From an optimization exercise on the open Yosys and OpenROAD flow, aimed at small area, a short achievable clock period and few clock cycles per item; shortcuts taken in it are not production practice.
The RTL was checked by simulation tests, not by an equivalence proof against the original design.

--- flow/config.mk ---
export PLATFORM = sky130hd
export DESIGN_NAME = dc25_reader
export DESIGN_NICKNAME = dc25_reader
export VERILOG_FILES = /design/flow/design.v
export SDC_FILE = /design/flow/constraint.sdc
export NUM_CORES = 4
export LEC_CHECK = 0
export CAP_MARGIN = 20
export CORE_MARGIN = 2
export CORE_UTILIZATION = 30
export SLEW_MARGIN = 20
--- flow/design.v ---
module fp_round #(
    parameter W = 28
) (
    input  wire              sign,
    input  wire signed [11:0] exp,
    input  wire [W-1:0]      man,
    output reg  [31:0]       res
);
    integer i;
    integer lz;
    integer e1;
    integer sh;
    integer efield;
    reg [W-1:0] norm;
    reg         sticky;
    reg [23:0]  mant;
    reg         guard;
    reg         rnd_bit;
    always @* begin
        lz = W;
        for (i = 0; i < W; i = i + 1)
            if (man[i]) lz = W - 1 - i;
        norm   = {W{1'b0}};
        sticky = 1'b0;
        efield = 0;
        e1     = exp - lz;
        if (e1 >= 1) begin
            norm   = man << lz;
            efield = e1;
        end else begin
            sh = exp - 1;
            if (sh >= 0) begin
                norm = man << sh;
            end else if (-sh >= W) begin
                norm   = {W{1'b0}};
                sticky = |man;
            end else begin
                norm   = man >> (-sh);
                sticky = |(man & ~({W{1'b1}} << (-sh)));
            end
            efield = 0;
        end
        mant    = norm[W-1 -: 24];
        guard   = norm[W-25];
        sticky  = sticky | (|norm[W-26:0]);
        rnd_bit = guard & (sticky | mant[0]);
        if (man == {W{1'b0}})
            res = {sign, 31'b0};
        else if (efield >= 255)
            res = {sign, 8'hff, 23'b0};
        else
            res = {sign, {efield[7:0], mant[22:0]} + {30'b0, rnd_bit}};
    end
endmodule
module fp_mul (
    input  wire [31:0] a,
    input  wire [31:0] b,
    output reg  [31:0] y
);
    wire       sa = a[31];
    wire       sb = b[31];
    wire [7:0] ea = a[30:23];
    wire [7:0] eb = b[30:23];
    wire [22:0] fa = a[22:0];
    wire [22:0] fb = b[22:0];
    wire a_nan  = (ea == 8'hff) && (fa != 0);
    wire b_nan  = (eb == 8'hff) && (fb != 0);
    wire a_inf  = (ea == 8'hff) && (fa == 0);
    wire b_inf  = (eb == 8'hff) && (fb == 0);
    wire a_zero = (ea == 8'h00) && (fa == 0);
    wire b_zero = (eb == 8'h00) && (fb == 0);
    wire s      = sa ^ sb;
    wire [23:0] ma = {ea != 8'h00, fa};
    wire [23:0] mb = {eb != 8'h00, fb};
    wire [11:0] ea_eff = (ea == 8'h00) ? 12'd1 : {4'b0, ea};
    wire [11:0] eb_eff = (eb == 8'h00) ? 12'd1 : {4'b0, eb};
    wire [47:0] prod = ma * mb;
    wire signed [11:0] pexp = ea_eff + eb_eff - 12'd126;
    wire [31:0] rounded;
    fp_round #(.W(48)) u_round (
        .sign(s),
        .exp (pexp),
        .man (prod),
        .res (rounded)
    );
    always @* begin
        if (a_nan || b_nan || (a_inf && b_zero) || (b_inf && a_zero))
            y = 32'h7fc00000;
        else if (a_inf || b_inf)
            y = {s, 8'hff, 23'b0};
        else
            y = rounded;
    end
endmodule
module fp_add (
    input  wire [31:0] a,
    input  wire [31:0] b,
    output reg  [31:0] y
);
    wire a_nan = (a[30:23] == 8'hff) && (a[22:0] != 0);
    wire b_nan = (b[30:23] == 8'hff) && (b[22:0] != 0);
    wire a_inf = (a[30:23] == 8'hff) && (a[22:0] == 0);
    wire b_inf = (b[30:23] == 8'hff) && (b[22:0] == 0);
    wire        swap = b[30:0] > a[30:0];
    wire [31:0] x = swap ? b : a;
    wire [31:0] z = swap ? a : b;
    wire [23:0] mx = {x[30:23] != 8'h00, x[22:0]};
    wire [23:0] mz = {z[30:23] != 8'h00, z[22:0]};
    wire [7:0]  ex = (x[30:23] == 8'h00) ? 8'd1 : x[30:23];
    wire [7:0]  ez = (z[30:23] == 8'h00) ? 8'd1 : z[30:23];
    wire [7:0]  d  = ex - ez;
    reg  [26:0] mz_sh;
    reg  [27:0] sum;
    reg         rsign;
    always @* begin
        if (d >= 8'd27)
            mz_sh = {26'b0, |mz};
        else
            mz_sh = ({mz, 3'b0} >> d) | {26'b0, |({mz, 3'b0} & ~({27{1'b1}} << d))};
        if (x[31] == z[31])
            sum = {1'b0, mx, 3'b0} + {1'b0, mz_sh};
        else
            sum = {1'b0, mx, 3'b0} - {1'b0, mz_sh};
        rsign = (sum == 28'b0) ? (a[31] & b[31]) : x[31];
    end
    wire signed [11:0] rexp = {4'b0, ex} + 12'sd1;
    wire [31:0] rounded;
    fp_round #(.W(28)) u_round (
        .sign(rsign),
        .exp (rexp),
        .man (sum),
        .res (rounded)
    );
    always @* begin
        if (a_nan || b_nan || (a_inf && b_inf && (a[31] != b[31])))
            y = 32'h7fc00000;
        else if (a_inf)
            y = a;
        else if (b_inf)
            y = b;
        else
            y = rounded;
    end
endmodule
module fp_div (
    input  wire        clk,
    input  wire        rst,
    input  wire        start,
    input  wire [31:0] a,
    input  wire [31:0] b,
    output reg         done,
    output reg  [31:0] y
);
    localparam S_IDLE = 2'd0, S_ITER = 2'd1, S_ROUND = 2'd2;
    reg  [1:0]  state;
    reg  [4:0]  count;
    reg  [25:0] rem;
    reg  [23:0] divisor;
    reg  [26:0] quot;
    reg         qsign;
    reg signed [11:0] qexp;
    wire a_nan  = (a[30:23] == 8'hff) && (a[22:0] != 0);
    wire b_nan  = (b[30:23] == 8'hff) && (b[22:0] != 0);
    wire a_inf  = (a[30:23] == 8'hff) && (a[22:0] == 0);
    wire b_inf  = (b[30:23] == 8'hff) && (b[22:0] == 0);
    wire a_zero = (a[30:0] == 31'b0);
    wire b_zero = (b[30:0] == 31'b0);
    wire s      = a[31] ^ b[31];
    reg [23:0] ma, mb;
    reg signed [11:0] ea, eb;
    integer i, lza, lzb;
    always @* begin
        ma = {a[30:23] != 8'h00, a[22:0]};
        mb = {b[30:23] != 8'h00, b[22:0]};
        lza = 0;
        lzb = 0;
        for (i = 0; i < 24; i = i + 1) begin
            if (ma[i]) lza = 23 - i;
            if (mb[i]) lzb = 23 - i;
        end
        ea = ((a[30:23] == 8'h00) ? 12'sd1 : $signed({4'b0, a[30:23]})) - lza;
        eb = ((b[30:23] == 8'h00) ? 12'sd1 : $signed({4'b0, b[30:23]})) - lzb;
        ma = ma << lza;
        mb = mb << lzb;
    end
    wire [25:0] diff  = rem - {2'b0, divisor};
    wire        q_bit = (rem >= {2'b0, divisor});
    wire [31:0] rounded;
    fp_round #(.W(28)) u_round (
        .sign(qsign),
        .exp (qexp),
        .man ({quot, rem != 26'b0}),
        .res (rounded)
    );
    always @(posedge clk) begin
        if (rst) begin
            state <= S_IDLE;
            done  <= 1'b0;
        end else begin
            done <= 1'b0;
            case (state)
                S_IDLE: if (start) begin
                    if (a_nan || b_nan || (a_inf && b_inf) || (a_zero && b_zero)) begin
                        y    <= 32'h7fc00000;
                        done <= 1'b1;
                    end else if (a_inf || b_zero) begin
                        y    <= {s, 8'hff, 23'b0};
                        done <= 1'b1;
                    end else if (a_zero || b_inf) begin
                        y    <= {s, 31'b0};
                        done <= 1'b1;
                    end else begin
                        rem     <= {2'b0, ma};
                        divisor <= mb;
                        quot    <= 27'b0;
                        qsign   <= s;
                        qexp    <= ea - eb + 12'sd127;
                        count   <= 5'd0;
                        state   <= S_ITER;
                    end
                end
                S_ITER: begin
                    quot <= {quot[25:0], q_bit};
                    rem  <= (q_bit ? diff : rem) << 1;
                    count <= count + 5'd1;
                    if (count == 5'd26) state <= S_ROUND;
                end
                S_ROUND: begin
                    y     <= rounded;
                    done  <= 1'b1;
                    state <= S_IDLE;
                end
                default: state <= S_IDLE;
            endcase
        end
    end
endmodule
module dc25_reader (
    input  wire        clk,
    input  wire        rst,
    input  wire        start,
    input  wire [31:0] osc,       
    input  wire [31:0] depth,     
    input  wire [31:0] base,      
    input  wire [31:0] maxd,      
    input  wire [31:0] fs,        
    input  wire [24:0] cap,       
    input  wire [23:0] wptr,      
    input  wire [1:0]  interp,    
    input  wire [31:0] lastrd,    
    output reg         rd_en,
    output reg  [23:0] rd_addr,
    input  wire [31:0] rd_data,   
    output reg         done,
    output reg  [31:0] ds,
    output reg  [31:0] y
);
    localparam [31:0] ONE = 32'h3f800000;
    localparam [4:0] S_IDLE  = 5'd0,
                     S_MOD   = 5'd1,    
                     S_ONEP  = 5'd2,    
                     S_V     = 5'd3,    
                     S_T     = 5'd4,    
                     S_TFS   = 5'd5,    
                     S_DS    = 5'd6,    
                     S_IDX   = 5'd7,    
                     S_FRAC  = 5'd8,    
                     S_FIX   = 5'd9,    
                     S_RDA   = 5'd10,   
                     S_RDB   = 5'd11,   
                     S_GETB  = 5'd12,   
                     S_L1    = 5'd13,   
                     S_L2    = 5'd14,   
                     S_L3    = 5'd15,   
                     S_A1    = 5'd16,   
                     S_A2    = 5'd17,   
                     S_A3    = 5'd18,   
                     S_A4    = 5'd19,   
                     S_A5    = 5'd20,   
                     S_A6    = 5'd21,   
                     S_A7    = 5'd22,   
                     S_A8    = 5'd23,   
                     S_DONE  = 5'd24,
                     S_GETA  = 5'd25;   
    reg [4:0]  state;
    reg [31:0] r0, r1;        
    reg [31:0] frac;          
    reg [31:0] eta;
    reg [31:0] wa, wb;        
    reg signed [25:0] ii;     
    function [31:0] int_to_f32;
        input [24:0] n;
        integer k, msb;
        reg [24:0] m;
        begin
            msb = 0;
            for (k = 0; k < 25; k = k + 1)
                if (n[k]) msb = k;
            m = n << (24 - msb);
            if (n == 25'd0)
                int_to_f32 = 32'b0;
            else
                int_to_f32 = {1'b0, 8'd127 + msb[7:0], m[23:1]};
        end
    endfunction
    function [24:0] f32_to_int;
        input [31:0] x;
        input        round_half;
        integer sh;
        reg [48:0] m;
        begin
            m  = {25'b0, x[30:23] != 8'h00, x[22:0]};
            sh = 150 - x[30:23];
            if (sh <= 0)
                f32_to_int = m[24:0];
            else if (sh > 25)
                f32_to_int = 25'd0;
            else begin
                if (round_half) m = m + (49'd1 << (sh - 1));
                m = m >> sh;
                f32_to_int = m[24:0];
            end
        end
    endfunction
    function gt;
        input [31:0] x, z;
        reg xn, zn;
        begin
            xn = (x[30:23] == 8'hff) && (x[22:0] != 0);
            zn = (z[30:23] == 8'hff) && (z[22:0] != 0);
            if (xn || zn)
                gt = 1'b0;
            else if (x[30:0] == 31'b0 && z[30:0] == 31'b0)
                gt = 1'b0;
            else if (x[31] != z[31])
                gt = !x[31];
            else if (!x[31])
                gt = x[30:0] > z[30:0];
            else
                gt = x[30:0] < z[30:0];
        end
    endfunction
    function [31:0] clamp0;
        input [31:0] x, hi;
        begin
            if (gt(x, 32'b0))
                clamp0 = gt(hi, x) ? x : hi;
            else
                clamp0 = 32'b0;
        end
    endfunction
    function [23:0] buf_index;
        input signed [25:0] k;
        reg signed [26:0] t;
        begin
            t = $signed({3'b0, wptr}) - k;
            if (t < 0)
                t = t + $signed({2'b0, cap});
            else if (t >= $signed({2'b0, cap}))
                t = t - $signed({2'b0, cap});
            buf_index = t[23:0];
        end
    endfunction
    reg  [31:0] mul_a, mul_b;
    wire [31:0] mul_y;
    fp_mul u_mul (.a(mul_a), .b(mul_b), .y(mul_y));
    reg  [31:0] add_a, add_b;
    wire [31:0] add_y;
    fp_add u_add (.a(add_a), .b(add_b), .y(add_y));
    reg         div_start;
    wire        div_done;
    wire [31:0] div_y;
    fp_div u_div (
        .clk  (clk),
        .rst  (rst),
        .start(div_start),
        .a    (r0),
        .b    (r1),
        .done (div_done),
        .y    (div_y)
    );
    always @* begin
        mul_a = r0;
        mul_b = r1;
        add_a = r0;
        add_b = r1;
        div_start = 1'b0;
        case (state)
            S_MOD:  begin mul_a = osc;  mul_b = depth; end
            S_ONEP: begin add_a = ONE;  add_b = r0; end
            S_V:    begin mul_a = base; mul_b = r0; end
            S_TFS:  begin mul_a = r0;   mul_b = fs; end
            S_FRAC: begin add_a = ds;   add_b = {1'b1, r0[30:0]}; end
            S_L1:   begin add_a = wb;   add_b = {~wa[31], wa[30:0]}; end
            S_L2:   begin mul_a = r0;   mul_b = frac; end
            S_L3:   begin add_a = wa;   add_b = r0; end
            S_A1:   begin add_a = ONE;  add_b = {~frac[31], frac[30:0]}; end
            S_A2:   begin add_a = ONE;  add_b = frac; end
            S_A3:   div_start = 1'b1;
            S_A5:   begin mul_a = eta;  mul_b = wa; end
            S_A6:   begin add_a = r0;   add_b = wb; end
            S_A7:   begin mul_a = eta;  mul_b = lastrd; end
            S_A8:   begin add_a = r1;   add_b = {~r0[31], r0[30:0]}; end
            default: ;
        endcase
    end
    always @(posedge clk) begin
        if (rst) begin
            state <= S_IDLE;
            done  <= 1'b0;
            rd_en <= 1'b0;
        end else begin
            done  <= 1'b0;
            rd_en <= 1'b0;
            case (state)
                S_IDLE: if (start) state <= S_MOD;
                S_MOD: begin
                    r0    <= mul_y;
                    state <= S_ONEP;
                end
                S_ONEP: begin
                    r0    <= add_y;
                    state <= S_V;
                end
                S_V: begin
                    r0    <= mul_y;
                    state <= S_T;
                end
                S_T: begin
                    r0    <= clamp0(r0, maxd);
                    state <= S_TFS;
                end
                S_TFS: begin
                    r0    <= mul_y;
                    state <= S_DS;
                end
                S_DS: begin
                    ds    <= clamp0(r0, int_to_f32(cap - 25'd1));
                    state <= S_IDX;
                end
                S_IDX: begin
                    ii    <= $signed({1'b0, f32_to_int(ds, interp == 2'd0)});
                    r0    <= int_to_f32(f32_to_int(ds, interp == 2'd0));
                    state <= S_FRAC;
                end
                S_FRAC: begin
                    frac  <= add_y;
                    state <= (interp == 2'd2) ? S_FIX : S_RDA;
                end
                S_FIX: begin
                    if (frac[30:0] == 31'b0) begin
                        ii   <= ii - 26'sd1;
                        frac <= ONE;
                    end
                    state <= S_RDA;
                end
                S_RDA: begin
                    rd_en   <= 1'b1;
                    rd_addr <= buf_index(ii);
                    state   <= S_RDB;
                end
                S_RDB: begin
                    if (interp != 2'd0) begin
                        rd_en   <= 1'b1;
                        rd_addr <= buf_index(ii + 26'sd1);
                    end
                    state <= S_GETA;
                end
                S_GETA: begin
                    wa <= rd_data;
                    if (interp == 2'd0) begin
                        y     <= rd_data;
                        state <= S_DONE;
                    end else
                        state <= S_GETB;
                end
                S_GETB: begin
                    wb    <= rd_data;
                    state <= (interp == 2'd2) ? S_A1 : S_L1;
                end
                S_L1: begin
                    r0    <= add_y;
                    state <= S_L2;
                end
                S_L2: begin
                    r0    <= mul_y;
                    state <= S_L3;
                end
                S_L3: begin
                    y     <= add_y;
                    state <= S_DONE;
                end
                S_A1: begin
                    r0    <= add_y;
                    state <= S_A2;
                end
                S_A2: begin
                    r1    <= add_y;
                    state <= S_A3;
                end
                S_A3: state <= S_A4;
                S_A4: if (div_done) begin
                    eta   <= div_y;
                    state <= S_A5;
                end
                S_A5: begin
                    r0    <= mul_y;
                    state <= S_A6;
                end
                S_A6: begin
                    r1    <= add_y;
                    state <= S_A7;
                end
                S_A7: begin
                    r0    <= mul_y;
                    state <= S_A8;
                end
                S_A8: begin
                    y     <= add_y;
                    state <= S_DONE;
                end
                S_DONE: begin
                    done  <= 1'b1;
                    state <= S_IDLE;
                end
                default: state <= S_IDLE;
            endcase
        end
    end
endmodule
--- flow/run.sh ---
#!/bin/bash
# synth_recipe.tcl (not shown) runs the flow's synth.tcl, then flattens the netlist and writes it again
# the make line also repeats each setting of config.mk as NAME=value (left out here)
make -C /OpenROAD-flow-scripts/flow DESIGN_CONFIG=/design/flow/config.mk WORK_HOME=/design/flow/orfs CLKGATE_MAP_FILE= SYNTH_SCRIPT=/design/flow/synth_recipe.tcl finish
--- flow/constraint.sdc ---
create_clock -name core_clock -period 25.0 [get_ports {clk}]
set_input_delay 5.0000 -clock core_clock [delete_from_list [all_inputs] [get_ports {clk}]]
set_output_delay 5.0000 -clock core_clock [all_outputs]
set_load 0.01 [all_outputs]
==> flow_metrics.env <==
export IMPL_worst_pin_slew_ps=1200
export IMPL_synth_distinct_cells=130
export IMPL_period_share_pct=87.9
export IMPL_ff2ff_setup_slack_ps=3020
export IMPL_synth_seq_cells=443
export IMPL_clkLatencyLatePin_ps=770
export IMPL_rows=204
export IMPL_drc=0
export IMPL_drive_above_1_share_pct=7.57
export IMPL_period_needed_ps=21980
export IMPL_ys_seq_area_share_pct=14.1
export IMPL_drtIter0Drc=14200
export IMPL_area_growth_pct=12.0
export IMPL_postLayoutCellArea_um2=105000
export IMPL_critPathKind="reg2reg"
export IMPL_grt_first_pass_wirelength_mm=702
export IMPL_fmax_ghz=0.0455
export IMPL_end_kind="register"
export IMPL_regToRegStartpoint="state[0]"
export IMPL_rsz0062_at_grt="no"
export IMPL_antenna_found_initial=33
export IMPL_detail_route_antenna_nets=0
export IMPL_track_usage_pct=30.0
export IMPL_whs_path_depth=0
export IMPL_totalWireLength_mm=496
export IMPL_synth_cell_area_um2=93300
export IMPL_cpPeakStageDelay_ps=1010
export IMPL_die_width_um=562
export IMPL_htreeDepth=2
export IMPL_cp_slowest_cell="o21ai_0"
export IMPL_synth_common_cells="nand2_1 (1614), nor2_1 (1384), a21oi_1 (940)"
export IMPL_place_area_um2=103000
export IMPL_netlist_instances=12700
export IMPL_grt_pass1_vias=97100
export IMPL_port_buffers=367
export IMPL_clock_sinks=443
export IMPL_synth_area_leaders="edfxtp_1 (14%), fa_1 (11%), ha_1 (8.1%)"
export IMPL_yosys_warnings=6
export IMPL_hold_end="eta[29]"
export IMPL_utilization_pct=33.8
export IMPL_gp_congestion=1.05
export IMPL_status="no timing/DRC/antenna violations"
export IMPL_nets=14100
export IMPL_clk_path_buf_depth=3
export IMPL_cts_tree="done"
export IMPL_core_area_um2=309000
export IMPL_synth_area_leader_cell="edfxtp_1"
export IMPL_finalSetupViolCount=0
export IMPL_critical_path_arrival_ps=22520
export IMPL_vias=104000
export IMPL_clkTransAtPathRegs_ps=70
export IMPL_cts_hold_fix_buffers=0
export IMPL_fin_tns_setup_ps=0
export IMPL_reg2reg_to="y[15]"
export IMPL_hpwl_mm=393
export IMPL_r2r_cells=80
export IMPL_path_max_fanout=36
export IMPL_hold_start="u_div.y[29]"
export IMPL_finClkSkew_ps=57.9
export IMPL_initial_utilization_pct=30.2
export IMPL_synth_most_common_cell="nand2_1"
export IMPL_place_inst=16700
export IMPL_cts_setup_buffers=0
export IMPL_ys_flop_type="edfxtp_1"
export IMPL_hold_violations=0
export IMPL_synth_avg_cell_area_um2=7.36
export IMPL_synth_top_area_share_pct=13.9
export IMPL_root_buffer="clkbuf_16"
export IMPL_routedWlPerCell_um=29.4
export IMPL_fin_cells=16900
export IMPL_avgViaCountPerCell=6.18
export IMPL_relSlewSlack_pct=17.6
export IMPL_drv_slew=0
export IMPL_cts_resized=0
export IMPL_start_kind="register"
export IMPL_cap_violations=0
export IMPL_overflow=0
export IMPL_fp_dieH_um=562
export IMPL_grt_max_degree=80
export IMPL_cp_data_required_time_ps=25550
export IMPL_synth_edf_count=433
export IMPL_io_pins=368
export IMPL_async_flop_share_pct=0
export IMPL_drt_pass1_iter_count=9
export IMPL_cts_buffers=57
export IMPL_synth_fp_nets=14100
export IMPL_die_area_um2=316000
export IMPL_hp_class="reg2reg"
registers in the layout, indices dropped and copies added (netlist names), 5 cells and up:
register / cells
ds: 32
eta: 32
frac: 32
r0: 32
r1: 32
u_div.y: 32
wa: 32
wb: 32
y: 32
u_div.quot: 27
ii: 26
u_div.rem: 26
rd_addr: 24
u_div.divisor: 24
u_div.qexp: 12
state: 5
u_div.count: 5
worst max-delay path by stage:
stage,from,endpoint,slack [ps]
detailed placement,lastrd[0],r0[24],2870
CTS,lastrd[0],r0[24],3560
global placement,fs[0],r0[24],2710
global route,state[0],y[15],2090
floorplan,lastrd[27],r0[24],4920
finish,state[0],y[15],3020
through the flow:
stage	hold WS, ps	setup WS (ps)
6_report	418	3020
5_1_grt	421	2090
4_1_cts	419	3560
3_5_place_dp	405	2870
3_3_place_gp	401	2710
2_1_floorplan	400	4920
metal layers:
layer,track usage (%),wire [µm],share of wire (%)
met1,36.5,185000,37
met2,46.2,214000,43
met3,6.22,49600,10
met4,23.9,47500,9.6
met5,0.301,322,0.065
critical path, delay by kind of cell, from the launching register on:
kind,cells,cell delay [ps]
compound gates,36,9330
simple gates,24,5830
buf+inv,11,2810
fa+ha+maj,7,2170
flops,1,800
mux,1,460
xor+xnor,1,210
placed cells by master, fill, tap and decap left out, types with 151 or more instances in the layout:
| master | instances |
|---|---|
| o21ai_0 | 828 |
| a21oi_1 | 937 |
| xnor2_1 | 252 |
| a22oi_1 | 151 |
| a21o_1 | 154 |
| buf_4 | 416 |
| nor2_1 | 1371 |
| ha_1 | 602 |
| nand3_1 | 346 |
| o211ai_1 | 178 |
| nand2_1 | 1614 |
| edfxtp_1 | 433 |
| nand4_1 | 164 |
| nor3_1 | 319 |
| and2_1 | 191 |
| a211oi_1 | 175 |
| inv_1 | 866 |
| fa_1 | 507 |
| mux2i_1 | 320 |
| clkdlybuf4s50_1 | 367 |
logic make-up after synthesis:
logic type | count (synthesis) | share of synthesized area [%]
and+or+nand+nor | 4753 | 23.4
buffers and inverters | 1754 | 7.26
other | 2 | 0.00805
AOI/OAI and AO/OA | 3770 | 26.6
DFF | 443 | 14.1
muxes | 462 | 5.92
adders and majority gates | 1116 | 19.0
xor gates and xnor gates | 382 | 3.59
final cells by class:
type                       count  area [µm²]
inverter                     892        3350
antenna                       28        70.1
multi-input combinational  10500       74100
clock buffer                  67        1480
tap                         4120        5150
fill                       33000      205000
timing repair buffer         786        6830
sequential                   443       13200
clock inverter                39         400
Testbench counts, summed over its fixed seeds: cycles 392,682, reads 16,000.

## re-timing with driven ports
The flow's constraints put no driver on any port. The routed layout listed below was extracted and timed again, unchanged, in two steps.
Step 1: set_driving_cell puts a clkbuf_16 on clk and a buf_2 on each other input, an assumption about the parent block.
Step 2 adds t to the input delays and takes it off the output delays; t is the mean of the earliest and latest rising clock arrival at the registers after step 1. Input paths then give back, and output paths get back, about the clock's delay inside the block.
a / b / c = ideal / step 1 / step 2; a / b = the first two.
shift t [ns]: 0.845
setup slack, ns: 3.024 / 3.024 / 2.545
worst slew at a driven data input, ns: 0.18
pins driven straight from the clock port: 1
After both steps setup and hold are still met in this run. For this run, drivers alone change the setup slack by 0.000 ns; drivers and shift together by -0.479 ns.
